This is an optimization exercise on Yosys and OpenROAD, whose aim is small area, a short achievable clock period and few clock cycles per item, not a production implementation.
Function was not checked in any run shown here: the RTL went through the layout flow alone.

==> flow/design.v (outline; a module is shown in full before it is edited, if it fits) <==
// module dec32: 1273 lines
module dec32 (
    input  wire        clk,
    input  wire        rst,
    input  wire        in_valid,
    output wire        in_ready,
    input  wire [31:0] in_value,
    output wire        out_valid,
    input  wire        out_ready,
    output wire [3:0]  out_len,
    output wire [87:0] out_str
);
  // ...
==> flow/run.sh <==
#!/bin/bash
# synth_recipe.tcl (not shown) runs the flow's synth.tcl, then flattens the netlist and writes it again
# the make line also repeats each setting of config.mk as NAME=value (left out here)
make -C /OpenROAD-flow-scripts/flow DESIGN_CONFIG=/design/flow/config.mk WORK_HOME=/design/flow/orfs CLKGATE_MAP_FILE= SYNTH_SCRIPT=/design/flow/synth_recipe.tcl finish
==> flow/config.mk <==
export PLATFORM = sky130hd
export DESIGN_NAME = dec32
export DESIGN_NICKNAME = dec32
export VERILOG_FILES = /design/flow/design.v
export SDC_FILE = /design/flow/constraint.sdc
export NUM_CORES = 4
export LEC_CHECK = 0
export ABC_AREA = 1
export CAP_MARGIN = 20
export CORE_MARGIN = 2
export CORE_UTILIZATION = 40
export SETUP_SLACK_MARGIN = 5
export SLEW_MARGIN = 20
==> flow/constraint.sdc <==
create_clock -name core_clock -period 10.0 [get_ports {clk}]
set_input_delay 2.0000 -clock core_clock [delete_from_list [all_inputs] [get_ports {clk}]]
set_output_delay 2.0000 -clock core_clock [all_outputs]
set_load 0.01 [all_outputs]
==> summary.md, run 1 <==
| Metric | Value |
|---|---|
| Status | `timing/DRC/antenna clean` |
| Period utilization | `between 40% and 50%` |
| Async set-reset flop share out of synthesis | `0%` |
| Biggest Area Class | `multi-input combinational cells` |
| FP Rows | `83` |
| Worst hold start | `r1_m[0]` |
| Critical path class | `flip-flop to flip-flop` |
| Synthesized area per cell | `between 6 and 7 sq um` |
| Rel. slew slack | `a little under half` |
| Post-synth EDFFs | `around 200` |
| Critical path required time | `between 10 and 15 ns` |
| Hold EP | `r2_m[0]` |
| TritonCTS buffer count | `29` |
| Critical path depth | `24` |
| Fmax achieved | `about 220 MHz` |
| RSZ-0062 raised after global routing | `no` |
| Worst hold margin | `between 0.4 and 0.5 ns` |
| Met1 usage | `around a fifth` |
| Adder and majority gate portion of the synthesized area | `between 1 and 1.5%` |
| Die area | `approximately 54000 sq um` |
| # setup viols final | `0` |
| Critical Path Start | `sv` |
| Gp weighted congestion | `slightly below 0.9` |
| DR iter-0 viols | `between 900 and 1000` |
| WL met1 | `around 20000 um` |
| CTS max path bufs | `3` |
==> inputs of run 2 (changes only) <==
--- a/flow/design.v
+++ b/flow/design.v
@@ -60,11 +60,20 @@
     wire d7_1_2 = d6_1_1;
-    wire a8_0_0 = ((~d7_0_3 & ~d7_0_2 & d7_0_0) | (d7_0_2 & d7_0_1 & ~d7_0_0) | (d7_0_3 & ~d7_0_0));
-    wire a8_0_1 = ((~d7_0_2 & d7_0_1) | (d7_0_1 & d7_0_0) | (d7_0_3 & ~d7_0_0));
-    wire a8_0_2 = ((d7_0_3 & d7_0_0) | (d7_0_2 & ~d7_0_1 & ~d7_0_0));
-    wire a8_0_3 = (d7_0_3 | (d7_0_2 & d7_0_0) | (d7_0_2 & d7_0_1));
-    wire a8_1_0 = ((~d7_1_2 & d7_1_0) | (d7_1_2 & d7_1_1 & ~d7_1_0));
-    wire a8_1_1 = ((~d7_1_2 & d7_1_1) | (d7_1_1 & d7_1_0));
-    wire a8_1_2 = ((d7_1_2 & ~d7_1_1 & ~d7_1_0));
-    wire a8_1_3 = ((d7_1_2 & d7_1_0) | (d7_1_2 & d7_1_1));
-    wire d8_0_0 = mag[24];
+    reg [24:0] r1_m;
+    reg [6:0] r1_d;
+    reg r1_n, r1_v;
+    always @(posedge clk) if (adv) begin
+        r1_m <= mag[24:0];
+        r1_d <= {d7_1_2, d7_1_1, d7_1_0, d7_0_3, d7_0_2, d7_0_1, d7_0_0};
+        r1_n <= neg0;
+    end
+    always @(posedge clk) if (rst) r1_v <= 1'b0; else if (adv) r1_v <= r0_v;
+    wire a8_0_0 = ((~r1_d[3] & ~r1_d[2] & r1_d[0]) | (r1_d[2] & r1_d[1] & ~r1_d[0]) | (r1_d[3] & ~r1_d[0]));
+    wire a8_0_1 = ((~r1_d[2] & r1_d[1]) | (r1_d[1] & r1_d[0]) | (r1_d[3] & ~r1_d[0]));
+    wire a8_0_2 = ((r1_d[3] & r1_d[0]) | (r1_d[2] & ~r1_d[1] & ~r1_d[0]));
+    wire a8_0_3 = (r1_d[3] | (r1_d[2] & r1_d[0]) | (r1_d[2] & r1_d[1]));
+    wire a8_1_0 = ((~r1_d[6] & r1_d[4]) | (r1_d[6] & r1_d[5] & ~r1_d[4]));
+    wire a8_1_1 = ((~r1_d[6] & r1_d[5]) | (r1_d[5] & r1_d[4]));
+    wire a8_1_2 = ((r1_d[6] & ~r1_d[5] & ~r1_d[4]));
+    wire a8_1_3 = ((r1_d[6] & r1_d[4]) | (r1_d[6] & r1_d[5]));
+    wire d8_0_0 = r1_m[24];
     wire d8_0_1 = a8_0_0;
@@ -85,3 +94,3 @@
     wire a9_1_3 = (d8_1_3 | (d8_1_2 & d8_1_0) | (d8_1_2 & d8_1_1));
-    wire d9_0_0 = mag[23];
+    wire d9_0_0 = r1_m[23];
     wire d9_0_1 = a9_0_0;
@@ -103,3 +112,3 @@
     wire a10_1_3 = (d9_1_3 | (d9_1_2 & d9_1_0) | (d9_1_2 & d9_1_1));
-    wire d10_0_0 = mag[22];
+    wire d10_0_0 = r1_m[22];
     wire d10_0_1 = a10_0_0;
@@ -126,3 +135,3 @@
     wire a11_2_3 = ((d10_2_2 & d10_2_0) | (d10_2_2 & d10_2_1));
-    wire d11_0_0 = mag[21];
+    wire d11_0_0 = r1_m[21];
     wire d11_0_1 = a11_0_0;
@@ -139,23 +148,14 @@
     wire d11_3_0 = a11_2_3;
-    reg [20:0] r1_m;
-    reg [12:0] r1_d;
-    reg r1_n, r1_v;
-    always @(posedge clk) if (adv) begin
-        r1_m <= mag[20:0];
-        r1_d <= {d11_3_0, d11_2_3, d11_2_2, d11_2_1, d11_2_0, d11_1_3, d11_1_2, d11_1_1, d11_1_0, d11_0_3, d11_0_2, d11_0_1, d11_0_0};
-        r1_n <= neg0;
-    end
-    always @(posedge clk) if (rst) r1_v <= 1'b0; else if (adv) r1_v <= r0_v;
-    wire a12_0_0 = ((~r1_d[3] & ~r1_d[2] & r1_d[0]) | (r1_d[2] & r1_d[1] & ~r1_d[0]) | (r1_d[3] & ~r1_d[0]));
-    wire a12_0_1 = ((~r1_d[2] & r1_d[1]) | (r1_d[1] & r1_d[0]) | (r1_d[3] & ~r1_d[0]));
-    wire a12_0_2 = ((r1_d[3] & r1_d[0]) | (r1_d[2] & ~r1_d[1] & ~r1_d[0]));
-    wire a12_0_3 = (r1_d[3] | (r1_d[2] & r1_d[0]) | (r1_d[2] & r1_d[1]));
-    wire a12_1_0 = ((~r1_d[7] & ~r1_d[6] & r1_d[4]) | (r1_d[6] & r1_d[5] & ~r1_d[4]) | (r1_d[7] & ~r1_d[4]));
-    wire a12_1_1 = ((~r1_d[6] & r1_d[5]) | (r1_d[5] & r1_d[4]) | (r1_d[7] & ~r1_d[4]));
-    wire a12_1_2 = ((r1_d[7] & r1_d[4]) | (r1_d[6] & ~r1_d[5] & ~r1_d[4]));
-    wire a12_1_3 = (r1_d[7] | (r1_d[6] & r1_d[4]) | (r1_d[6] & r1_d[5]));
-    wire a12_2_0 = ((~r1_d[11] & ~r1_d[10] & r1_d[8]) | (r1_d[10] & r1_d[9] & ~r1_d[8]) | (r1_d[11] & ~r1_d[8]));
-    wire a12_2_1 = ((~r1_d[10] & r1_d[9]) | (r1_d[9] & r1_d[8]) | (r1_d[11] & ~r1_d[8]));
-    wire a12_2_2 = ((r1_d[11] & r1_d[8]) | (r1_d[10] & ~r1_d[9] & ~r1_d[8]));
-    wire a12_2_3 = (r1_d[11] | (r1_d[10] & r1_d[8]) | (r1_d[10] & r1_d[9]));
+    wire a12_0_0 = ((~d11_0_3 & ~d11_0_2 & d11_0_0) | (d11_0_2 & d11_0_1 & ~d11_0_0) | (d11_0_3 & ~d11_0_0));
+    wire a12_0_1 = ((~d11_0_2 & d11_0_1) | (d11_0_1 & d11_0_0) | (d11_0_3 & ~d11_0_0));
+    wire a12_0_2 = ((d11_0_3 & d11_0_0) | (d11_0_2 & ~d11_0_1 & ~d11_0_0));
+    wire a12_0_3 = (d11_0_3 | (d11_0_2 & d11_0_0) | (d11_0_2 & d11_0_1));
+    wire a12_1_0 = ((~d11_1_3 & ~d11_1_2 & d11_1_0) | (d11_1_2 & d11_1_1 & ~d11_1_0) | (d11_1_3 & ~d11_1_0));
+    wire a12_1_1 = ((~d11_1_2 & d11_1_1) | (d11_1_1 & d11_1_0) | (d11_1_3 & ~d11_1_0));
+    wire a12_1_2 = ((d11_1_3 & d11_1_0) | (d11_1_2 & ~d11_1_1 & ~d11_1_0));
+    wire a12_1_3 = (d11_1_3 | (d11_1_2 & d11_1_0) | (d11_1_2 & d11_1_1));
+    wire a12_2_0 = ((~d11_2_3 & ~d11_2_2 & d11_2_0) | (d11_2_2 & d11_2_1 & ~d11_2_0) | (d11_2_3 & ~d11_2_0));
+    wire a12_2_1 = ((~d11_2_2 & d11_2_1) | (d11_2_1 & d11_2_0) | (d11_2_3 & ~d11_2_0));
+    wire a12_2_2 = ((d11_2_3 & d11_2_0) | (d11_2_2 & ~d11_2_1 & ~d11_2_0));
+    wire a12_2_3 = (d11_2_3 | (d11_2_2 & d11_2_0) | (d11_2_2 & d11_2_1));
     wire d12_0_0 = r1_m[20];
@@ -173,3 +173,3 @@
     wire d12_3_0 = a12_2_3;
-    wire d12_3_1 = r1_d[12];
+    wire d12_3_1 = d11_3_0;
     wire a13_0_0 = ((~d12_0_3 & ~d12_0_2 & d12_0_0) | (d12_0_2 & d12_0_1 & ~d12_0_0) | (d12_0_3 & ~d12_0_0));
@@ -201,15 +201,24 @@
     wire d13_3_2 = d12_3_1;
-    wire a14_0_0 = ((~d13_0_3 & ~d13_0_2 & d13_0_0) | (d13_0_2 & d13_0_1 & ~d13_0_0) | (d13_0_3 & ~d13_0_0));
-    wire a14_0_1 = ((~d13_0_2 & d13_0_1) | (d13_0_1 & d13_0_0) | (d13_0_3 & ~d13_0_0));
-    wire a14_0_2 = ((d13_0_3 & d13_0_0) | (d13_0_2 & ~d13_0_1 & ~d13_0_0));
-    wire a14_0_3 = (d13_0_3 | (d13_0_2 & d13_0_0) | (d13_0_2 & d13_0_1));
-    wire a14_1_0 = ((~d13_1_3 & ~d13_1_2 & d13_1_0) | (d13_1_2 & d13_1_1 & ~d13_1_0) | (d13_1_3 & ~d13_1_0));
-    wire a14_1_1 = ((~d13_1_2 & d13_1_1) | (d13_1_1 & d13_1_0) | (d13_1_3 & ~d13_1_0));
-    wire a14_1_2 = ((d13_1_3 & d13_1_0) | (d13_1_2 & ~d13_1_1 & ~d13_1_0));
-    wire a14_1_3 = (d13_1_3 | (d13_1_2 & d13_1_0) | (d13_1_2 & d13_1_1));
-    wire a14_2_0 = ((~d13_2_3 & ~d13_2_2 & d13_2_0) | (d13_2_2 & d13_2_1 & ~d13_2_0) | (d13_2_3 & ~d13_2_0));
-    wire a14_2_1 = ((~d13_2_2 & d13_2_1) | (d13_2_1 & d13_2_0) | (d13_2_3 & ~d13_2_0));
-    wire a14_2_2 = ((d13_2_3 & d13_2_0) | (d13_2_2 & ~d13_2_1 & ~d13_2_0));
-    wire a14_2_3 = (d13_2_3 | (d13_2_2 & d13_2_0) | (d13_2_2 & d13_2_1));
-    wire d14_0_0 = r1_m[18];
+    reg [18:0] r2_m;
+    reg [14:0] r2_d;
+    reg r2_n, r2_v;
+    always @(posedge clk) if (adv) begin
+        r2_m <= r1_m[18:0];
+        r2_d <= {d13_3_2, d13_3_1, d13_3_0, d13_2_3, d13_2_2, d13_2_1, d13_2_0, d13_1_3, d13_1_2, d13_1_1, d13_1_0, d13_0_3, d13_0_2, d13_0_1, d13_0_0};
+        r2_n <= r1_n;
+    end
+    always @(posedge clk) if (rst) r2_v <= 1'b0; else if (adv) r2_v <= r1_v;
+    wire a14_0_0 = ((~r2_d[3] & ~r2_d[2] & r2_d[0]) | (r2_d[2] & r2_d[1] & ~r2_d[0]) | (r2_d[3] & ~r2_d[0]));
+    wire a14_0_1 = ((~r2_d[2] & r2_d[1]) | (r2_d[1] & r2_d[0]) | (r2_d[3] & ~r2_d[0]));
+    wire a14_0_2 = ((r2_d[3] & r2_d[0]) | (r2_d[2] & ~r2_d[1] & ~r2_d[0]));
+    wire a14_0_3 = (r2_d[3] | (r2_d[2] & r2_d[0]) | (r2_d[2] & r2_d[1]));
+    wire a14_1_0 = ((~r2_d[7] & ~r2_d[6] & r2_d[4]) | (r2_d[6] & r2_d[5] & ~r2_d[4]) | (r2_d[7] & ~r2_d[4]));
+    wire a14_1_1 = ((~r2_d[6] & r2_d[5]) | (r2_d[5] & r2_d[4]) | (r2_d[7] & ~r2_d[4]));
+    wire a14_1_2 = ((r2_d[7] & r2_d[4]) | (r2_d[6] & ~r2_d[5] & ~r2_d[4]));
+    wire a14_1_3 = (r2_d[7] | (r2_d[6] & r2_d[4]) | (r2_d[6] & r2_d[5]));
+    wire a14_2_0 = ((~r2_d[11] & ~r2_d[10] & r2_d[8]) | (r2_d[10] & r2_d[9] & ~r2_d[8]) | (r2_d[11] & ~r2_d[8]));
+    wire a14_2_1 = ((~r2_d[10] & r2_d[9]) | (r2_d[9] & r2_d[8]) | (r2_d[11] & ~r2_d[8]));
+    wire a14_2_2 = ((r2_d[11] & r2_d[8]) | (r2_d[10] & ~r2_d[9] & ~r2_d[8]));
+    wire a14_2_3 = (r2_d[11] | (r2_d[10] & r2_d[8]) | (r2_d[10] & r2_d[9]));
+    wire d14_0_0 = r2_m[18];
     wire d14_0_1 = a14_0_0;
@@ -226,5 +235,5 @@
     wire d14_3_0 = a14_2_3;
-    wire d14_3_1 = d13_3_0;
-    wire d14_3_2 = d13_3_1;
-    wire d14_3_3 = d13_3_2;
+    wire d14_3_1 = r2_d[12];
+    wire d14_3_2 = r2_d[13];
+    wire d14_3_3 = r2_d[14];
     wire a15_0_0 = ((~d14_0_3 & ~d14_0_2 & d14_0_0) | (d14_0_2 & d14_0_1 & ~d14_0_0) | (d14_0_3 & ~d14_0_0));
@@ -245,3 +254,3 @@
     wire a15_3_3 = (d14_3_3 | (d14_3_2 & d14_3_0) | (d14_3_2 & d14_3_1));
-    wire d15_0_0 = r1_m[17];
+    wire d15_0_0 = r2_m[17];
     wire d15_0_1 = a15_0_0;
@@ -278,3 +287,3 @@
     wire a16_3_3 = (d15_3_3 | (d15_3_2 & d15_3_0) | (d15_3_2 & d15_3_1));
-    wire d16_0_0 = r1_m[16];
+    wire d16_0_0 = r2_m[16];
     wire d16_0_1 = a16_0_0;
@@ -312,3 +321,3 @@
     wire a17_3_3 = (d16_3_3 | (d16_3_2 & d16_3_0) | (d16_3_2 & d16_3_1));
-    wire d17_0_0 = r1_m[15];
+    wire d17_0_0 = r2_m[15];
     wire d17_0_1 = a17_0_0;
@@ -351,3 +360,3 @@
     wire a18_4_3 = ((d17_4_2 & d17_4_0) | (d17_4_2 & d17_4_1));
-    wire d18_0_0 = r1_m[14];
+    wire d18_0_0 = r2_m[14];
     wire d18_0_1 = a18_0_0;
@@ -392,3 +401,3 @@
     wire a19_4_3 = (d18_4_3 | (d18_4_2 & d18_4_0) | (d18_4_2 & d18_4_1));
-    wire d19_0_0 = r1_m[13];
+    wire d19_0_0 = r2_m[13];
     wire d19_0_1 = a19_0_0;
@@ -434,3 +443,3 @@
     wire a20_4_3 = (d19_4_3 | (d19_4_2 & d19_4_0) | (d19_4_2 & d19_4_1));
-    wire d20_0_0 = r1_m[12];
+    wire d20_0_0 = r2_m[12];
     wire d20_0_1 = a20_0_0;
@@ -457,27 +466,36 @@
     wire d20_5_2 = d19_5_1;
-    wire a21_0_0 = ((~d20_0_3 & ~d20_0_2 & d20_0_0) | (d20_0_2 & d20_0_1 & ~d20_0_0) | (d20_0_3 & ~d20_0_0));
-    wire a21_0_1 = ((~d20_0_2 & d20_0_1) | (d20_0_1 & d20_0_0) | (d20_0_3 & ~d20_0_0));
-    wire a21_0_2 = ((d20_0_3 & d20_0_0) | (d20_0_2 & ~d20_0_1 & ~d20_0_0));
-    wire a21_0_3 = (d20_0_3 | (d20_0_2 & d20_0_0) | (d20_0_2 & d20_0_1));
-    wire a21_1_0 = ((~d20_1_3 & ~d20_1_2 & d20_1_0) | (d20_1_2 & d20_1_1 & ~d20_1_0) | (d20_1_3 & ~d20_1_0));
-    wire a21_1_1 = ((~d20_1_2 & d20_1_1) | (d20_1_1 & d20_1_0) | (d20_1_3 & ~d20_1_0));
-    wire a21_1_2 = ((d20_1_3 & d20_1_0) | (d20_1_2 & ~d20_1_1 & ~d20_1_0));
-    wire a21_1_3 = (d20_1_3 | (d20_1_2 & d20_1_0) | (d20_1_2 & d20_1_1));
-    wire a21_2_0 = ((~d20_2_3 & ~d20_2_2 & d20_2_0) | (d20_2_2 & d20_2_1 & ~d20_2_0) | (d20_2_3 & ~d20_2_0));
-    wire a21_2_1 = ((~d20_2_2 & d20_2_1) | (d20_2_1 & d20_2_0) | (d20_2_3 & ~d20_2_0));
-    wire a21_2_2 = ((d20_2_3 & d20_2_0) | (d20_2_2 & ~d20_2_1 & ~d20_2_0));
-    wire a21_2_3 = (d20_2_3 | (d20_2_2 & d20_2_0) | (d20_2_2 & d20_2_1));
-    wire a21_3_0 = ((~d20_3_3 & ~d20_3_2 & d20_3_0) | (d20_3_2 & d20_3_1 & ~d20_3_0) | (d20_3_3 & ~d20_3_0));
-    wire a21_3_1 = ((~d20_3_2 & d20_3_1) | (d20_3_1 & d20_3_0) | (d20_3_3 & ~d20_3_0));
-    wire a21_3_2 = ((d20_3_3 & d20_3_0) | (d20_3_2 & ~d20_3_1 & ~d20_3_0));
-    wire a21_3_3 = (d20_3_3 | (d20_3_2 & d20_3_0) | (d20_3_2 & d20_3_1));
-    wire a21_4_0 = ((~d20_4_3 & ~d20_4_2 & d20_4_0) | (d20_4_2 & d20_4_1 & ~d20_4_0) | (d20_4_3 & ~d20_4_0));
-    wire a21_4_1 = ((~d20_4_2 & d20_4_1) | (d20_4_1 & d20_4_0) | (d20_4_3 & ~d20_4_0));
-    wire a21_4_2 = ((d20_4_3 & d20_4_0) | (d20_4_2 & ~d20_4_1 & ~d20_4_0));
-    wire a21_4_3 = (d20_4_3 | (d20_4_2 & d20_4_0) | (d20_4_2 & d20_4_1));
-    wire a21_5_0 = ((~d20_5_2 & d20_5_0) | (d20_5_2 & d20_5_1 & ~d20_5_0));
-    wire a21_5_1 = ((~d20_5_2 & d20_5_1) | (d20_5_1 & d20_5_0));
-    wire a21_5_2 = ((d20_5_2 & ~d20_5_1 & ~d20_5_0));
-    wire a21_5_3 = ((d20_5_2 & d20_5_0) | (d20_5_2 & d20_5_1));
-    wire d21_0_0 = r1_m[11];
+    reg [11:0] r3_m;
+    reg [22:0] r3_d;
+    reg r3_n, r3_v;
+    always @(posedge clk) if (adv) begin
+        r3_m <= r2_m[11:0];
+        r3_d <= {d20_5_2, d20_5_1, d20_5_0, d20_4_3, d20_4_2, d20_4_1, d20_4_0, d20_3_3, d20_3_2, d20_3_1, d20_3_0, d20_2_3, d20_2_2, d20_2_1, d20_2_0, d20_1_3, d20_1_2, d20_1_1, d20_1_0, d20_0_3, d20_0_2, d20_0_1, d20_0_0};
+        r3_n <= r2_n;
+    end
+    always @(posedge clk) if (rst) r3_v <= 1'b0; else if (adv) r3_v <= r2_v;
+    wire a21_0_0 = ((~r3_d[3] & ~r3_d[2] & r3_d[0]) | (r3_d[2] & r3_d[1] & ~r3_d[0]) | (r3_d[3] & ~r3_d[0]));
+    wire a21_0_1 = ((~r3_d[2] & r3_d[1]) | (r3_d[1] & r3_d[0]) | (r3_d[3] & ~r3_d[0]));
+    wire a21_0_2 = ((r3_d[3] & r3_d[0]) | (r3_d[2] & ~r3_d[1] & ~r3_d[0]));
+    wire a21_0_3 = (r3_d[3] | (r3_d[2] & r3_d[0]) | (r3_d[2] & r3_d[1]));
+    wire a21_1_0 = ((~r3_d[7] & ~r3_d[6] & r3_d[4]) | (r3_d[6] & r3_d[5] & ~r3_d[4]) | (r3_d[7] & ~r3_d[4]));
+    wire a21_1_1 = ((~r3_d[6] & r3_d[5]) | (r3_d[5] & r3_d[4]) | (r3_d[7] & ~r3_d[4]));
+    wire a21_1_2 = ((r3_d[7] & r3_d[4]) | (r3_d[6] & ~r3_d[5] & ~r3_d[4]));
+    wire a21_1_3 = (r3_d[7] | (r3_d[6] & r3_d[4]) | (r3_d[6] & r3_d[5]));
+    wire a21_2_0 = ((~r3_d[11] & ~r3_d[10] & r3_d[8]) | (r3_d[10] & r3_d[9] & ~r3_d[8]) | (r3_d[11] & ~r3_d[8]));
+    wire a21_2_1 = ((~r3_d[10] & r3_d[9]) | (r3_d[9] & r3_d[8]) | (r3_d[11] & ~r3_d[8]));
+    wire a21_2_2 = ((r3_d[11] & r3_d[8]) | (r3_d[10] & ~r3_d[9] & ~r3_d[8]));
+    wire a21_2_3 = (r3_d[11] | (r3_d[10] & r3_d[8]) | (r3_d[10] & r3_d[9]));
+    wire a21_3_0 = ((~r3_d[15] & ~r3_d[14] & r3_d[12]) | (r3_d[14] & r3_d[13] & ~r3_d[12]) | (r3_d[15] & ~r3_d[12]));
+    wire a21_3_1 = ((~r3_d[14] & r3_d[13]) | (r3_d[13] & r3_d[12]) | (r3_d[15] & ~r3_d[12]));
+    wire a21_3_2 = ((r3_d[15] & r3_d[12]) | (r3_d[14] & ~r3_d[13] & ~r3_d[12]));
+    wire a21_3_3 = (r3_d[15] | (r3_d[14] & r3_d[12]) | (r3_d[14] & r3_d[13]));
+    wire a21_4_0 = ((~r3_d[19] & ~r3_d[18] & r3_d[16]) | (r3_d[18] & r3_d[17] & ~r3_d[16]) | (r3_d[19] & ~r3_d[16]));
+    wire a21_4_1 = ((~r3_d[18] & r3_d[17]) | (r3_d[17] & r3_d[16]) | (r3_d[19] & ~r3_d[16]));
+    wire a21_4_2 = ((r3_d[19] & r3_d[16]) | (r3_d[18] & ~r3_d[17] & ~r3_d[16]));
+    wire a21_4_3 = (r3_d[19] | (r3_d[18] & r3_d[16]) | (r3_d[18] & r3_d[17]));
+    wire a21_5_0 = ((~r3_d[22] & r3_d[20]) | (r3_d[22] & r3_d[21] & ~r3_d[20]));
+    wire a21_5_1 = ((~r3_d[22] & r3_d[21]) | (r3_d[21] & r3_d[20]));
+    wire a21_5_2 = ((r3_d[22] & ~r3_d[21] & ~r3_d[20]));
+    wire a21_5_3 = ((r3_d[22] & r3_d[20]) | (r3_d[22] & r3_d[21]));
+    wire d21_0_0 = r3_m[11];
     wire d21_0_1 = a21_0_0;
@@ -530,3 +548,3 @@
     wire a22_5_3 = (d21_5_3 | (d21_5_2 & d21_5_0) | (d21_5_2 & d21_5_1));
-    wire d22_0_0 = r1_m[10];
+    wire d22_0_0 = r3_m[10];
     wire d22_0_1 = a22_0_0;
@@ -556,36 +574,27 @@
     wire d22_6_1 = d21_6_0;
-    reg [9:0] r2_m;
-    reg [25:0] r2_d;
-    reg r2_n, r2_v;
-    always @(posedge clk) if (adv) begin
-        r2_m <= r1_m[9:0];
-        r2_d <= {d22_6_1, d22_6_0, d22_5_3, d22_5_2, d22_5_1, d22_5_0, d22_4_3, d22_4_2, d22_4_1, d22_4_0, d22_3_3, d22_3_2, d22_3_1, d22_3_0, d22_2_3, d22_2_2, d22_2_1, d22_2_0, d22_1_3, d22_1_2, d22_1_1, d22_1_0, d22_0_3, d22_0_2, d22_0_1, d22_0_0};
-        r2_n <= r1_n;
-    end
-    always @(posedge clk) if (rst) r2_v <= 1'b0; else if (adv) r2_v <= r1_v;
-    wire a23_0_0 = ((~r2_d[3] & ~r2_d[2] & r2_d[0]) | (r2_d[2] & r2_d[1] & ~r2_d[0]) | (r2_d[3] & ~r2_d[0]));
-    wire a23_0_1 = ((~r2_d[2] & r2_d[1]) | (r2_d[1] & r2_d[0]) | (r2_d[3] & ~r2_d[0]));
-    wire a23_0_2 = ((r2_d[3] & r2_d[0]) | (r2_d[2] & ~r2_d[1] & ~r2_d[0]));
-    wire a23_0_3 = (r2_d[3] | (r2_d[2] & r2_d[0]) | (r2_d[2] & r2_d[1]));
-    wire a23_1_0 = ((~r2_d[7] & ~r2_d[6] & r2_d[4]) | (r2_d[6] & r2_d[5] & ~r2_d[4]) | (r2_d[7] & ~r2_d[4]));
-    wire a23_1_1 = ((~r2_d[6] & r2_d[5]) | (r2_d[5] & r2_d[4]) | (r2_d[7] & ~r2_d[4]));
-    wire a23_1_2 = ((r2_d[7] & r2_d[4]) | (r2_d[6] & ~r2_d[5] & ~r2_d[4]));
-    wire a23_1_3 = (r2_d[7] | (r2_d[6] & r2_d[4]) | (r2_d[6] & r2_d[5]));
-    wire a23_2_0 = ((~r2_d[11] & ~r2_d[10] & r2_d[8]) | (r2_d[10] & r2_d[9] & ~r2_d[8]) | (r2_d[11] & ~r2_d[8]));
-    wire a23_2_1 = ((~r2_d[10] & r2_d[9]) | (r2_d[9] & r2_d[8]) | (r2_d[11] & ~r2_d[8]));
-    wire a23_2_2 = ((r2_d[11] & r2_d[8]) | (r2_d[10] & ~r2_d[9] & ~r2_d[8]));
-    wire a23_2_3 = (r2_d[11] | (r2_d[10] & r2_d[8]) | (r2_d[10] & r2_d[9]));
-    wire a23_3_0 = ((~r2_d[15] & ~r2_d[14] & r2_d[12]) | (r2_d[14] & r2_d[13] & ~r2_d[12]) | (r2_d[15] & ~r2_d[12]));
-    wire a23_3_1 = ((~r2_d[14] & r2_d[13]) | (r2_d[13] & r2_d[12]) | (r2_d[15] & ~r2_d[12]));
-    wire a23_3_2 = ((r2_d[15] & r2_d[12]) | (r2_d[14] & ~r2_d[13] & ~r2_d[12]));
-    wire a23_3_3 = (r2_d[15] | (r2_d[14] & r2_d[12]) | (r2_d[14] & r2_d[13]));
-    wire a23_4_0 = ((~r2_d[19] & ~r2_d[18] & r2_d[16]) | (r2_d[18] & r2_d[17] & ~r2_d[16]) | (r2_d[19] & ~r2_d[16]));
-    wire a23_4_1 = ((~r2_d[18] & r2_d[17]) | (r2_d[17] & r2_d[16]) | (r2_d[19] & ~r2_d[16]));
-    wire a23_4_2 = ((r2_d[19] & r2_d[16]) | (r2_d[18] & ~r2_d[17] & ~r2_d[16]));
-    wire a23_4_3 = (r2_d[19] | (r2_d[18] & r2_d[16]) | (r2_d[18] & r2_d[17]));
-    wire a23_5_0 = ((~r2_d[23] & ~r2_d[22] & r2_d[20]) | (r2_d[22] & r2_d[21] & ~r2_d[20]) | (r2_d[23] & ~r2_d[20]));
-    wire a23_5_1 = ((~r2_d[22] & r2_d[21]) | (r2_d[21] & r2_d[20]) | (r2_d[23] & ~r2_d[20]));
-    wire a23_5_2 = ((r2_d[23] & r2_d[20]) | (r2_d[22] & ~r2_d[21] & ~r2_d[20]));
-    wire a23_5_3 = (r2_d[23] | (r2_d[22] & r2_d[20]) | (r2_d[22] & r2_d[21]));
-    wire d23_0_0 = r2_m[9];
+    wire a23_0_0 = ((~d22_0_3 & ~d22_0_2 & d22_0_0) | (d22_0_2 & d22_0_1 & ~d22_0_0) | (d22_0_3 & ~d22_0_0));
+    wire a23_0_1 = ((~d22_0_2 & d22_0_1) | (d22_0_1 & d22_0_0) | (d22_0_3 & ~d22_0_0));
+    wire a23_0_2 = ((d22_0_3 & d22_0_0) | (d22_0_2 & ~d22_0_1 & ~d22_0_0));
+    wire a23_0_3 = (d22_0_3 | (d22_0_2 & d22_0_0) | (d22_0_2 & d22_0_1));
+    wire a23_1_0 = ((~d22_1_3 & ~d22_1_2 & d22_1_0) | (d22_1_2 & d22_1_1 & ~d22_1_0) | (d22_1_3 & ~d22_1_0));
+    wire a23_1_1 = ((~d22_1_2 & d22_1_1) | (d22_1_1 & d22_1_0) | (d22_1_3 & ~d22_1_0));
+    wire a23_1_2 = ((d22_1_3 & d22_1_0) | (d22_1_2 & ~d22_1_1 & ~d22_1_0));
+    wire a23_1_3 = (d22_1_3 | (d22_1_2 & d22_1_0) | (d22_1_2 & d22_1_1));
+    wire a23_2_0 = ((~d22_2_3 & ~d22_2_2 & d22_2_0) | (d22_2_2 & d22_2_1 & ~d22_2_0) | (d22_2_3 & ~d22_2_0));
+    wire a23_2_1 = ((~d22_2_2 & d22_2_1) | (d22_2_1 & d22_2_0) | (d22_2_3 & ~d22_2_0));
+    wire a23_2_2 = ((d22_2_3 & d22_2_0) | (d22_2_2 & ~d22_2_1 & ~d22_2_0));
+    wire a23_2_3 = (d22_2_3 | (d22_2_2 & d22_2_0) | (d22_2_2 & d22_2_1));
+    wire a23_3_0 = ((~d22_3_3 & ~d22_3_2 & d22_3_0) | (d22_3_2 & d22_3_1 & ~d22_3_0) | (d22_3_3 & ~d22_3_0));
+    wire a23_3_1 = ((~d22_3_2 & d22_3_1) | (d22_3_1 & d22_3_0) | (d22_3_3 & ~d22_3_0));
+    wire a23_3_2 = ((d22_3_3 & d22_3_0) | (d22_3_2 & ~d22_3_1 & ~d22_3_0));
+    wire a23_3_3 = (d22_3_3 | (d22_3_2 & d22_3_0) | (d22_3_2 & d22_3_1));
+    wire a23_4_0 = ((~d22_4_3 & ~d22_4_2 & d22_4_0) | (d22_4_2 & d22_4_1 & ~d22_4_0) | (d22_4_3 & ~d22_4_0));
+    wire a23_4_1 = ((~d22_4_2 & d22_4_1) | (d22_4_1 & d22_4_0) | (d22_4_3 & ~d22_4_0));
+    wire a23_4_2 = ((d22_4_3 & d22_4_0) | (d22_4_2 & ~d22_4_1 & ~d22_4_0));
+    wire a23_4_3 = (d22_4_3 | (d22_4_2 & d22_4_0) | (d22_4_2 & d22_4_1));
+    wire a23_5_0 = ((~d22_5_3 & ~d22_5_2 & d22_5_0) | (d22_5_2 & d22_5_1 & ~d22_5_0) | (d22_5_3 & ~d22_5_0));
+    wire a23_5_1 = ((~d22_5_2 & d22_5_1) | (d22_5_1 & d22_5_0) | (d22_5_3 & ~d22_5_0));
+    wire a23_5_2 = ((d22_5_3 & d22_5_0) | (d22_5_2 & ~d22_5_1 & ~d22_5_0));
+    wire a23_5_3 = (d22_5_3 | (d22_5_2 & d22_5_0) | (d22_5_2 & d22_5_1));
+    wire d23_0_0 = r3_m[9];
     wire d23_0_1 = a23_0_0;
@@ -614,4 +623,4 @@
     wire d23_6_0 = a23_5_3;
-    wire d23_6_1 = r2_d[24];
-    wire d23_6_2 = r2_d[25];
+    wire d23_6_1 = d22_6_0;
+    wire d23_6_2 = d22_6_1;
     wire a24_0_0 = ((~d23_0_3 & ~d23_0_2 & d23_0_0) | (d23_0_2 & d23_0_1 & ~d23_0_0) | (d23_0_3 & ~d23_0_0));
@@ -640,3 +649,3 @@
     wire a24_5_3 = (d23_5_3 | (d23_5_2 & d23_5_0) | (d23_5_2 & d23_5_1));
-    wire d24_0_0 = r2_m[8];
+    wire d24_0_0 = r3_m[8];
     wire d24_0_1 = a24_0_0;
@@ -696,3 +705,3 @@
     wire a25_6_3 = (d24_6_3 | (d24_6_2 & d24_6_0) | (d24_6_2 & d24_6_1));
-    wire d25_0_0 = r2_m[7];
+    wire d25_0_0 = r3_m[7];
     wire d25_0_1 = a25_0_0;
@@ -753,3 +762,3 @@
     wire a26_6_3 = (d25_6_3 | (d25_6_2 & d25_6_0) | (d25_6_2 & d25_6_1));
-    wire d26_0_0 = r2_m[6];
+    wire d26_0_0 = r3_m[6];
     wire d26_0_1 = a26_0_0;
@@ -783,31 +792,40 @@
     wire d26_7_1 = d25_7_0;
-    wire a27_0_0 = ((~d26_0_3 & ~d26_0_2 & d26_0_0) | (d26_0_2 & d26_0_1 & ~d26_0_0) | (d26_0_3 & ~d26_0_0));
-    wire a27_0_1 = ((~d26_0_2 & d26_0_1) | (d26_0_1 & d26_0_0) | (d26_0_3 & ~d26_0_0));
-    wire a27_0_2 = ((d26_0_3 & d26_0_0) | (d26_0_2 & ~d26_0_1 & ~d26_0_0));
-    wire a27_0_3 = (d26_0_3 | (d26_0_2 & d26_0_0) | (d26_0_2 & d26_0_1));
-    wire a27_1_0 = ((~d26_1_3 & ~d26_1_2 & d26_1_0) | (d26_1_2 & d26_1_1 & ~d26_1_0) | (d26_1_3 & ~d26_1_0));
-    wire a27_1_1 = ((~d26_1_2 & d26_1_1) | (d26_1_1 & d26_1_0) | (d26_1_3 & ~d26_1_0));
-    wire a27_1_2 = ((d26_1_3 & d26_1_0) | (d26_1_2 & ~d26_1_1 & ~d26_1_0));
-    wire a27_1_3 = (d26_1_3 | (d26_1_2 & d26_1_0) | (d26_1_2 & d26_1_1));
-    wire a27_2_0 = ((~d26_2_3 & ~d26_2_2 & d26_2_0) | (d26_2_2 & d26_2_1 & ~d26_2_0) | (d26_2_3 & ~d26_2_0));
-    wire a27_2_1 = ((~d26_2_2 & d26_2_1) | (d26_2_1 & d26_2_0) | (d26_2_3 & ~d26_2_0));
-    wire a27_2_2 = ((d26_2_3 & d26_2_0) | (d26_2_2 & ~d26_2_1 & ~d26_2_0));
-    wire a27_2_3 = (d26_2_3 | (d26_2_2 & d26_2_0) | (d26_2_2 & d26_2_1));
-    wire a27_3_0 = ((~d26_3_3 & ~d26_3_2 & d26_3_0) | (d26_3_2 & d26_3_1 & ~d26_3_0) | (d26_3_3 & ~d26_3_0));
-    wire a27_3_1 = ((~d26_3_2 & d26_3_1) | (d26_3_1 & d26_3_0) | (d26_3_3 & ~d26_3_0));
-    wire a27_3_2 = ((d26_3_3 & d26_3_0) | (d26_3_2 & ~d26_3_1 & ~d26_3_0));
-    wire a27_3_3 = (d26_3_3 | (d26_3_2 & d26_3_0) | (d26_3_2 & d26_3_1));
-    wire a27_4_0 = ((~d26_4_3 & ~d26_4_2 & d26_4_0) | (d26_4_2 & d26_4_1 & ~d26_4_0) | (d26_4_3 & ~d26_4_0));
-    wire a27_4_1 = ((~d26_4_2 & d26_4_1) | (d26_4_1 & d26_4_0) | (d26_4_3 & ~d26_4_0));
-    wire a27_4_2 = ((d26_4_3 & d26_4_0) | (d26_4_2 & ~d26_4_1 & ~d26_4_0));
-    wire a27_4_3 = (d26_4_3 | (d26_4_2 & d26_4_0) | (d26_4_2 & d26_4_1));
-    wire a27_5_0 = ((~d26_5_3 & ~d26_5_2 & d26_5_0) | (d26_5_2 & d26_5_1 & ~d26_5_0) | (d26_5_3 & ~d26_5_0));
-    wire a27_5_1 = ((~d26_5_2 & d26_5_1) | (d26_5_1 & d26_5_0) | (d26_5_3 & ~d26_5_0));
-    wire a27_5_2 = ((d26_5_3 & d26_5_0) | (d26_5_2 & ~d26_5_1 & ~d26_5_0));
-    wire a27_5_3 = (d26_5_3 | (d26_5_2 & d26_5_0) | (d26_5_2 & d26_5_1));
-    wire a27_6_0 = ((~d26_6_3 & ~d26_6_2 & d26_6_0) | (d26_6_2 & d26_6_1 & ~d26_6_0) | (d26_6_3 & ~d26_6_0));
-    wire a27_6_1 = ((~d26_6_2 & d26_6_1) | (d26_6_1 & d26_6_0) | (d26_6_3 & ~d26_6_0));
-    wire a27_6_2 = ((d26_6_3 & d26_6_0) | (d26_6_2 & ~d26_6_1 & ~d26_6_0));
-    wire a27_6_3 = (d26_6_3 | (d26_6_2 & d26_6_0) | (d26_6_2 & d26_6_1));
-    wire d27_0_0 = r2_m[5];
+    reg [5:0] r4_m;
+    reg [29:0] r4_d;
+    reg r4_n, r4_v;
+    always @(posedge clk) if (adv) begin
+        r4_m <= r3_m[5:0];
+        r4_d <= {d26_7_1, d26_7_0, d26_6_3, d26_6_2, d26_6_1, d26_6_0, d26_5_3, d26_5_2, d26_5_1, d26_5_0, d26_4_3, d26_4_2, d26_4_1, d26_4_0, d26_3_3, d26_3_2, d26_3_1, d26_3_0, d26_2_3, d26_2_2, d26_2_1, d26_2_0, d26_1_3, d26_1_2, d26_1_1, d26_1_0, d26_0_3, d26_0_2, d26_0_1, d26_0_0};
+        r4_n <= r3_n;
+    end
+    always @(posedge clk) if (rst) r4_v <= 1'b0; else if (adv) r4_v <= r3_v;
+    wire a27_0_0 = ((~r4_d[3] & ~r4_d[2] & r4_d[0]) | (r4_d[2] & r4_d[1] & ~r4_d[0]) | (r4_d[3] & ~r4_d[0]));
+    wire a27_0_1 = ((~r4_d[2] & r4_d[1]) | (r4_d[1] & r4_d[0]) | (r4_d[3] & ~r4_d[0]));
+    wire a27_0_2 = ((r4_d[3] & r4_d[0]) | (r4_d[2] & ~r4_d[1] & ~r4_d[0]));
+    wire a27_0_3 = (r4_d[3] | (r4_d[2] & r4_d[0]) | (r4_d[2] & r4_d[1]));
+    wire a27_1_0 = ((~r4_d[7] & ~r4_d[6] & r4_d[4]) | (r4_d[6] & r4_d[5] & ~r4_d[4]) | (r4_d[7] & ~r4_d[4]));
+    wire a27_1_1 = ((~r4_d[6] & r4_d[5]) | (r4_d[5] & r4_d[4]) | (r4_d[7] & ~r4_d[4]));
+    wire a27_1_2 = ((r4_d[7] & r4_d[4]) | (r4_d[6] & ~r4_d[5] & ~r4_d[4]));
+    wire a27_1_3 = (r4_d[7] | (r4_d[6] & r4_d[4]) | (r4_d[6] & r4_d[5]));
+    wire a27_2_0 = ((~r4_d[11] & ~r4_d[10] & r4_d[8]) | (r4_d[10] & r4_d[9] & ~r4_d[8]) | (r4_d[11] & ~r4_d[8]));
+    wire a27_2_1 = ((~r4_d[10] & r4_d[9]) | (r4_d[9] & r4_d[8]) | (r4_d[11] & ~r4_d[8]));
+    wire a27_2_2 = ((r4_d[11] & r4_d[8]) | (r4_d[10] & ~r4_d[9] & ~r4_d[8]));
+    wire a27_2_3 = (r4_d[11] | (r4_d[10] & r4_d[8]) | (r4_d[10] & r4_d[9]));
+    wire a27_3_0 = ((~r4_d[15] & ~r4_d[14] & r4_d[12]) | (r4_d[14] & r4_d[13] & ~r4_d[12]) | (r4_d[15] & ~r4_d[12]));
+    wire a27_3_1 = ((~r4_d[14] & r4_d[13]) | (r4_d[13] & r4_d[12]) | (r4_d[15] & ~r4_d[12]));
+    wire a27_3_2 = ((r4_d[15] & r4_d[12]) | (r4_d[14] & ~r4_d[13] & ~r4_d[12]));
+    wire a27_3_3 = (r4_d[15] | (r4_d[14] & r4_d[12]) | (r4_d[14] & r4_d[13]));
+    wire a27_4_0 = ((~r4_d[19] & ~r4_d[18] & r4_d[16]) | (r4_d[18] & r4_d[17] & ~r4_d[16]) | (r4_d[19] & ~r4_d[16]));
+    wire a27_4_1 = ((~r4_d[18] & r4_d[17]) | (r4_d[17] & r4_d[16]) | (r4_d[19] & ~r4_d[16]));
+    wire a27_4_2 = ((r4_d[19] & r4_d[16]) | (r4_d[18] & ~r4_d[17] & ~r4_d[16]));
+    wire a27_4_3 = (r4_d[19] | (r4_d[18] & r4_d[16]) | (r4_d[18] & r4_d[17]));
+    wire a27_5_0 = ((~r4_d[23] & ~r4_d[22] & r4_d[20]) | (r4_d[22] & r4_d[21] & ~r4_d[20]) | (r4_d[23] & ~r4_d[20]));
+    wire a27_5_1 = ((~r4_d[22] & r4_d[21]) | (r4_d[21] & r4_d[20]) | (r4_d[23] & ~r4_d[20]));
+    wire a27_5_2 = ((r4_d[23] & r4_d[20]) | (r4_d[22] & ~r4_d[21] & ~r4_d[20]));
+    wire a27_5_3 = (r4_d[23] | (r4_d[22] & r4_d[20]) | (r4_d[22] & r4_d[21]));
+    wire a27_6_0 = ((~r4_d[27] & ~r4_d[26] & r4_d[24]) | (r4_d[26] & r4_d[25] & ~r4_d[24]) | (r4_d[27] & ~r4_d[24]));
+    wire a27_6_1 = ((~r4_d[26] & r4_d[25]) | (r4_d[25] & r4_d[24]) | (r4_d[27] & ~r4_d[24]));
+    wire a27_6_2 = ((r4_d[27] & r4_d[24]) | (r4_d[26] & ~r4_d[25] & ~r4_d[24]));
+    wire a27_6_3 = (r4_d[27] | (r4_d[26] & r4_d[24]) | (r4_d[26] & r4_d[25]));
+    wire d27_0_0 = r4_m[5];
     wire d27_0_1 = a27_0_0;
@@ -840,4 +858,4 @@
     wire d27_7_0 = a27_6_3;
-    wire d27_7_1 = d26_7_0;
-    wire d27_7_2 = d26_7_1;
+    wire d27_7_1 = r4_d[28];
+    wire d27_7_2 = r4_d[29];
     wire a28_0_0 = ((~d27_0_3 & ~d27_0_2 & d27_0_0) | (d27_0_2 & d27_0_1 & ~d27_0_0) | (d27_0_3 & ~d27_0_0));
@@ -874,3 +892,3 @@
     wire a28_7_3 = ((d27_7_2 & d27_7_0) | (d27_7_2 & d27_7_1));
-    wire d28_0_0 = r2_m[4];
+    wire d28_0_0 = r4_m[4];
     wire d28_0_1 = a28_0_0;
@@ -939,3 +957,3 @@
     wire a29_7_3 = (d28_7_3 | (d28_7_2 & d28_7_0) | (d28_7_2 & d28_7_1));
-    wire d29_0_0 = r2_m[3];
+    wire d29_0_0 = r4_m[3];
     wire d29_0_1 = a29_0_0;
@@ -1005,3 +1023,3 @@
     wire a30_7_3 = (d29_7_3 | (d29_7_2 & d29_7_0) | (d29_7_2 & d29_7_1));
-    wire d30_0_0 = r2_m[2];
+    wire d30_0_0 = r4_m[2];
     wire d30_0_1 = a30_0_0;
@@ -1076,3 +1094,3 @@
     wire a31_8_3 = ((d30_8_2 & d30_8_0) | (d30_8_2 & d30_8_1));
-    wire d31_0_0 = r2_m[1];
+    wire d31_0_0 = r4_m[1];
     wire d31_0_1 = a31_0_0;
@@ -1149,3 +1167,3 @@
     wire a32_8_3 = (d31_8_3 | (d31_8_2 & d31_8_0) | (d31_8_2 & d31_8_1));
-    wire d32_0_0 = r2_m[0];
+    wire d32_0_0 = r4_m[0];
     wire d32_0_1 = a32_0_0;
@@ -1201,6 +1219,6 @@
     always @(posedge clk) if (adv) begin
-        rl_d <= fin_d; rl_n <= r2_n;
+        rl_d <= fin_d; rl_n <= r4_n;
         sk_d <= rl_d;  sk_n <= rl_n;
     end
-    always @(posedge clk) if (rst) rl_v <= 1'b0; else if (adv) rl_v <= r2_v;
+    always @(posedge clk) if (rst) rl_v <= 1'b0; else if (adv) rl_v <= r4_v;
     reg         ov;
==> flow/flow/run.sh (new file) <==
#!/bin/bash
# The standard layout (the standard.sh, standard synthesis included), with
# ORFS's timing repair aimed at a setup slack of 6.3 ns instead of 0 so that it
# works toward a shorter achieved period. The clock period and the SDC are
# unchanged. standard.sh's full output goes to standard.log.
export SETUP_SLACK_MARGIN=6.3
bash standard.sh > standard.log 2>&1
==> flow/standard.sh (new file) <==
#!/bin/bash
# synth_recipe.tcl (not shown) runs the flow's synth.tcl, then flattens the netlist and writes it again
# the make line also repeats each setting of config.mk as NAME=value (left out here)
make -C /OpenROAD-flow-scripts/flow DESIGN_CONFIG=/design/flow/config.mk WORK_HOME=/design/flow/orfs CLKGATE_MAP_FILE= SYNTH_SCRIPT=/design/flow/synth_recipe.tcl "${@:-finish}"
--- a/flow/config.mk
+++ b/flow/config.mk
@@ -10,4 +10,3 @@
 export CORE_MARGIN = 2
-export CORE_UTILIZATION = 40
-export SETUP_SLACK_MARGIN = 5
+export CORE_UTILIZATION = 50
 export SLEW_MARGIN = 20
removed: flow/run.sh
==> summary.md, run 2 <==
| Metric | Value |
|---|---|
| Top Ports | `130` |
| Period utilization | `37.2% (-8.0 points)` |
| Die Ht | `approximately 210 um` |
| Top flop regs | `o_nib: 44 flops, rl_d: 38 flops, sk_d: 38 flops` |
| Most frequent cells in the layout | `nand2_1 (1161), inv_1 (404), nand3_1 (354)` |
| DRT Pass-1 Iters | `5` |
| Largest reg by FF count | `o_nib` |
| Register-to-register setup slack | `around 6.4 ns` |
| Setup tns final | `0 ns` |
| Hold Buf Count CTS | `0` |
| Vias in the first global route | `around 19000` |
| Hold Violations, Final | `0` |
| H-tree levels | `2` |
| Largest area contributor in the netlist | `edfxtp_1` |
| #FFs+latches synth | `approximately 320` |
| Synth cell count leaders | `nand2_1 (1196), inv_1 (416), nand3_1 (355)` |
| Worst-Skew Late Latency | `0.56 ns` |
| Hold Crit Class | `flip-flop to flip-flop` |
| Post-synth EDFFs | `271 (+34%)` |
| Final global-route overflow total | `0` |
| Port-buffer cells | `about 110` |
| Antenna diodes | `0` |
| Initial antenna violation count | `0` |
| Largest register FFs | `between 40 and 50` |
| Worst hold start | `r1_m[13]` |
| Fin worst setup slack | `around 6.3 ns` |
| Reg2reg start | `sv` |
| Endpoint class of the critical path | `output port` |
| CTS max path bufs | `3 (unchanged)` |
| Max FO, Critical Path | `16` |
| R2R depth | `22` |
| Final nets | `approximately 3400` |
| WHS Path Cells | `0` |
| Most used DFF post-synth | `edfxtp_1` |
| Wire per inst | `13.3 um` |
| Yosys top cell area share | `a little under two fifths` |
| Max-cap check violation count | `0` |
| Post-route cell area | `around 26000 sq um` |
| Critical Path AT | `~1.7 ns` |
| Synthesized area | `21700 sq um` |
| Worst Max-Slew Pin Slew | `just under 1 ns` |
| Synth top area cells | `edfxtp_1 (37%), nand2_1 (21%), nand3_1 (8.2%)` |
| Hold EP | `r2_m[13]` |
| # setup viols final | `0 (unchanged)` |
| Commonest non-fill, non-tap cell in the layout | `nand2_1` |
| Max Slew Vio Count | `0` |
| Critical path required time | `8.00 ns (-2.32 ns)` |
| Die area | `45100 sq um (-16%)` |
| RSZ-0062 raised after global routing | `yes` |
| Post-Route WL | `between 50000 and 60000 um` |
| Count of different cell masters after synthesis | `54` |
| Status | `timing/DRC/antenna clean` |
| Async set-reset flop share out of synthesis | `0% (unchanged)` |
| DRC | `0` |
| First-pass GRT wire length | `about 83000 um` |
| Core ar. | `approximately 43000 sq um` |
| Post-synthesis sequential area ratio | `a little over two fifths` |
| CTS tree | `built` |
| Worst R2R End | `o_pres[6]` |
| DR iter-0 viols | `1181 (+28%)` |
| FP Rows | `76 (-8.4%)` |
| Pre-CTS WS | `between 4 and 5 ns` |
| Critical path class | `flip-flop to output port` |
| Largest net degree at the start of global routing | `81` |
| Placed inst area | `approximately 23000 sq um` |
| Root Driver | `clkbuf_16` |
| Layout cells sized above 1 | `7.61%` |
| Via count | `between 20000 and 25000` |
| Post-route ant nets | `0` |
| Synthesized area per cell | `6.84 sq um (+7.8%)` |
| Post-Synthesis Cells | `approximately 3200` |
| Gp weighted congestion | `0.894 (+2.6%)` |
| Yosys warnings | `1` |
| Min Tclk post-route | `between 3 and 4 ns` |
| Clk sinks | `between 300 and 400` |
| Layout area overhead | `18.1%` |
| Rel. slew slack | `35.3% (-11 points)` |
| Fmax achieved | `269 MHz (+21%)` |
| Critical Path Start | `sv` |
| Starting Density | `50.5%` |
| Setup crit start kind | `flip-flop` |
| TritonCTS buffer count | `36 (+24%)` |
| Post-layout util | `59.7%` |
| Post-Route Skew | `between 0.015 and 0.02 ns` |
| Clk slew on worst S/H paths | `~0.050 ns` |
| Vias/cell | `between 5 and 6` |
| Most used standard cell by instance count after synthesis | `nand2_1` |
| DP HPWL | `36700 um` |
| GR Util All Layers | `between 20 and 25%` |
| Die width | `212 um` |
## run 2: changes by cell type after synthesis, sizes merged, moves of 26 or more
| cell | change |
|---|---|
| nand3 | -78 |
| edfxtp | +69 |
| nand2 | -97 |
| o21ai | +26 |
| inv | +29 |
| nor2 | -51 |
## run 2: area by class of cell
cell class,instances,area (sq um)
clock buffers,50,1130
inverters,425,1640
well taps,585,732
flip-flops and latches,318,9080
multi-input cells,2377,11000
fillers,3925,17300
repair buffers,159,1790
clock inverters,15,230
repair inverters,5,47.5
## run 2: metal layers
metal / track usage, % / vias up / wire length, um
met5: 0 / - / 0
met4: 9.93 / 0 / 2280
met3: 2.84 / 112 / 1780
met2: 44.0 / 370 / 27200
met1: 24.2 / 9200 / 21000
li1: - / 10594 / -
## run 2: what timing repair did
item                                    CTS  global route
endpoints found under the setup margin   59            52
pin swaps                                10            34
buffers inserted                         15            19
gates resized for setup                  49           105
cloned                                   10             5
## run 2: how the worst max path moves through the flow
| stage | endpoint | depth (start not counted) |
|---|---|---|
| after floorplan | o_pres[5] | 16 |
| after global placement | o_nib[11] | 20 |
| after detailed placement | o_nib[11] | 20 |
| after CTS | o_nib[11] | 24 |
| after global routing | o_nib[1] | 26 |
| final | in_ready | 4 |
## run 2: cell families (layout without fill, tap and decap cells)
| group | Yosys count | after routing | share of synthesized area (%) |
|---|---|---|---|
| xor gates and xnor gates | 30 | 30 | 1.30 |
| DFF | 318 | 318 | 41.8 |
| other | 2 | 23 | 0.0346 |
| buffers and inverters | 499 | 654 | 9.45 |
| adders and majority gates | 19 | 19 | 1.10 |
| AOI/OAI and AO/OA | 367 | 367 | 9.16 |
| muxes | 1 | 1 | 0.0461 |
| and+or+nand+nor | 1937 | 1937 | 37.1 |
## run 2: stage by stage
stage | cells | hold WS, ns
floorplan | 3194 | 0.400
global placement | 3820 | 0.401
detailed placement | 3820 | 0.405
CTS | 3910 | 0.417
global route | 3934 | 0.424
finish | 3934 | 0.415
## run 2: critical path, stage by stage, from the launching register on
cell and delay (ns):
dfxtp_4 0.37, buf_12 0.16, buf_4 0.16, inv_8 0.16
dlygate4sd2_1 0.29
==> inputs of run 3 (changes only) <==
==> flow/flow/run.sh (replaced) <==
#!/bin/bash
# The standard layout (the standard.sh, standard synthesis included), with
# ORFS's timing repair aimed at a setup slack of 6.8 ns instead of 0 so that it
# works toward a shorter achieved period. The clock period and the SDC are
# unchanged. standard.sh's full output goes to standard.log.
export SETUP_SLACK_MARGIN=6.8
bash standard.sh > standard.log 2>&1
==> summary.md, run 3 <==
| Metric | Value |
|---|---|
| Status | `timing/DRC/antenna clean` |
| Critical path required time | `10.41 ns (+2.41 ns)` |
| Commonest non-fill, non-tap cell in the layout | `nand2_1` |
| Worst-Skew Late Latency | `0.55 ns (about the same)` |
| Gp weighted congestion | `0.888 (-0.76%)` |
| Largest reg by FF count | `o_nib` |
| RSZ-0062 raised after global routing | `yes` |
| Register-to-register setup slack | `6.28 ns (-0.07 ns)` |
| Die Ht | `212 um (unchanged)` |
| Layout area overhead | `28.9%` |
| Most used DFF post-synth | `edfxtp_1` |
| CTS tree | `built` |
| Antenna diodes | `0 (unchanged)` |
| Layout cells sized above 1 | `17.5% (+9.9 points)` |
| Largest area contributor in the netlist | `edfxtp_1` |
| Post-Route Skew | `0.0197 ns (+0.000762 ns)` |
| Post-synthesis sequential area ratio | `41.8% (unchanged)` |
| Final nets | `3538 (+4.8%)` |
| Synthesized area | `21700 sq um (unchanged)` |
| Hold Crit Class | `flip-flop to flip-flop` |
| Synth cell count leaders | `nand2_1 (1196), inv_1 (416), nand3_1 (355)` |
| Crit path max-delay cell type | `dfxtp_4` |
| Met1 usage | `25.2% (+1.0 points)` |
| Die width | `212 um (unchanged)` |
| Starting Density | `50.5% (unchanged)` |
| Critical path class | `flip-flop to flip-flop` |
| Top Ports | `130 (unchanged)` |
| Reg2reg start | `sv` |
| DRT Pass-1 Iters | `6 (+1)` |
| GR Util All Layers | `26.1% (+3.5 points)` |
| Setup tns final | `0 ns (unchanged)` |
| Most used standard cell by instance count after synthesis | `nand2_1` |
| Hold EP | `r2_m[15]` |
| Clk sinks | `318 (unchanged)` |
| Port-buffer cells | `106 (unchanged)` |
| Yosys warnings | `1 (unchanged)` |
| Vias in the first global route | `20264 (+9.1%)` |
| DR iter-0 viols | `1275 (+8.0%)` |
| First-pass GRT wire length | `94900 um (+14%)` |
| Worst hold start | `r1_m[15]` |
| Hold Buf Count CTS | `0 (unchanged)` |
| Setup crit start kind | `flip-flop` |
| GR peak layer | `met2` |
| Post-layout util | `65.1% (+5.4 points)` |
| Hold Violations, Final | `0 (unchanged)` |
| Critical Path AT | `4.13 ns (+2.41 ns)` |
| Largest net degree at the start of global routing | `78 (-3.7%)` |
| H-tree levels | `2 (unchanged)` |
| Period utilization | `37.2% (about the same)` |
| Rel. slew slack | `35.3% (about the same)` |
| Yosys top cell area share | `37.5% (unchanged)` |
| TritonCTS buffer count | `38 (+5.6%)` |
| Post-Route WL | `63300 um (+21%)` |
| Worst hold margin | `0.402 ns (-0.0133 ns)` |
| Fmax achieved | `269 MHz (about the same)` |
| Endpoint class of the critical path | `flip-flop` |
| Async set-reset flop share out of synthesis | `0% (unchanged)` |
| Synth top area cells | `edfxtp_1 (37%), nand2_1 (21%), nand3_1 (8.2%)` |
| Post-route cell area | `28000 sq um (+9.1%)` |
| Post-Synthesis Cells | `3173 (unchanged)` |
| Top flop regs | `o_nib: 44 flops, rl_d: 38 flops, sk_d: 38 flops` |
| Core ar. | `43000 sq um (unchanged)` |
| FP Rows | `76 (unchanged)` |
| #FFs+latches synth | `318 (unchanged)` |
| Clk slew on worst S/H paths | `0.06 ns (about the same)` |
| Largest register FFs | `44 (unchanged)` |
| Min Tclk post-route | `3.72 ns (+0.00250 ns)` |
| Synthesized area per cell | `6.84 sq um (unchanged)` |
| Max incr delay on CP | `0.40 ns (+0.03 ns)` |
| # setup viols final | `0 (unchanged)` |
| Wire per inst | `15.5 um (+16%)` |
| Vias/cell | `5.33 (+3.3%)` |
| DP HPWL | `36500 um (-0.64%)` |
| Max-cap check violation count | `0 (unchanged)` |
| GRT met3 Usage | `6.20% (+3.4 points)` |
| Initial antenna violation count | `1 (+1)` |
| Most used cell, CP | `nand2_2` |
| Final global-route overflow total | `0 (unchanged)` |
| Placed inst area | `23300 sq um (+0.36%)` |
| Worst Max-Slew Pin Slew | `0.970 ns (+0.000354 ns)` |
| Max Slew Vio Count | `0 (unchanged)` |
| Post-synth EDFFs | `271 (unchanged)` |
| Root Driver | `clkbuf_16` |
| CTS max path bufs | `3 (unchanged)` |
| WHS Path Cells | `0 (unchanged)` |
| Die area | `45100 sq um (unchanged)` |
| R2R depth | `25 (+14%)` |
| DRC | `0 (unchanged)` |
| Most frequent cells in the layout | `nand2_1 (1132), inv_1 (395), nand3_1 (351)` |
| Worst R2R End | `o_nib[1]` |
| Post-route ant nets | `0 (unchanged)` |
| Met2 Use GR | `49.7% (+5.6 points)` |
| Via count | `21808 (+7.6%)` |
| Max FO, Critical Path | `8 (-8)` |
| Count of different cell masters after synthesis | `54 (unchanged)` |
## run 3: metal layers
layer	vias up	wire (um)
met5	-	18
met1	9994	22400
li1	10916	-
met3	263	4190
met2	633	32100
met4	2	4570
## run 3: critical path: cells and delay by family, from the launching register on
family / cells / cell delay (ns)
flops: 1 / 0.40
compound gates: 4 / 0.64
buf+inv: 7 / 0.77
simple gates: 12 / 1.26
fa+ha+maj: 2 / 0.47
## run 3: cell families after synthesis
| group | share of synthesized area, % |
|---|---|
| compound gates | 9.16 |
| xor+xnor | 1.30 |
| fa+ha+maj | 1.10 |
| buf+inv | 9.45 |
| flops | 41.8 |
| mux | 0.0461 |
| other cells | 0.0346 |
| simple gates | 37.1 |
## run 3: area by class of cell
type	count	area (sq um)
Clock inverter	22	184
Multi-Input combinational cell	2377	11900
Fill cell	3520	15000
Inverter	425	1690
Tap cell	585	732
Sequential cell	318	9080
Timing Repair Buffer	314	3270
Timing Repair inverter	9	97.6
Clock buffer	45	1030
## run 3: worst max path at each step
stage          cells after the start  from        end  slack [ns]
4_1_cts                           24    sv  o_pres[5]        6.56
3_5_place_dp                      22    sv  o_nib[11]        4.06
3_3_place_gp                      22    sv  o_nib[11]        3.99
5_1_grt                           25    sv   o_nib[1]        6.15
6_report                          25    sv   o_nib[1]        6.28
2_1_floorplan                     19    sv  o_pres[6]        6.68
## run 3: what timing repair did
item | CTS | global route
buffers inserted | 155 | 29
cloned | 20 | 5
pin swaps | 60 | 57
setup endpoints to repair | 190 | 135
resized for setup | 456 | 272
## run 3: through the flow
stage                     std cells  setup WS [ns]
after floorplan                3194           6.68
after global placement         3819           3.99
after detailed placement       3819           4.06
after CTS                      4061           6.56
after global routing           4095           6.15
final                          4095           6.28

afterwards: timing with drivers on the ports:
In the flow no input, the clock included, has a driving cell. The finished layouts below were timed again as built, in two steps. Step 1 assumes that a clkbuf_16 drives the clock port and a buf_2 every other input. Step 2 adds t to the input delays and takes it off the output delays; t is the mean of the earliest and latest rising clock arrival at the registers after step 1. Input paths then give back, and output paths get back, about the clock's delay inside the block. Three values: no drivers, after step 1, after step 2; two values: the first two.
| run | t, ns | setup WS [ns] | worst hold slack (ns) | worst slew at a driven data input, ns | pins driven straight from the clock port |
|---|---|---|---|---|---|
| run 1 | 0.627 | 5.485 / 5.485 / 5.485 | 0.405 / 0.405 / 0.405 | 0.04 | 1 |
| run 2 | 0.609 | 6.283 / 6.225 / 6.349 | 0.415 / 0.415 / 0.415 | 0.04 | 1 |
| run 3 | 0.601 | 6.281 / 6.281 / 6.281 | 0.402 / 0.402 / 0.402 | 0.04 | 1 |
After both steps every run listed still meets setup and hold.
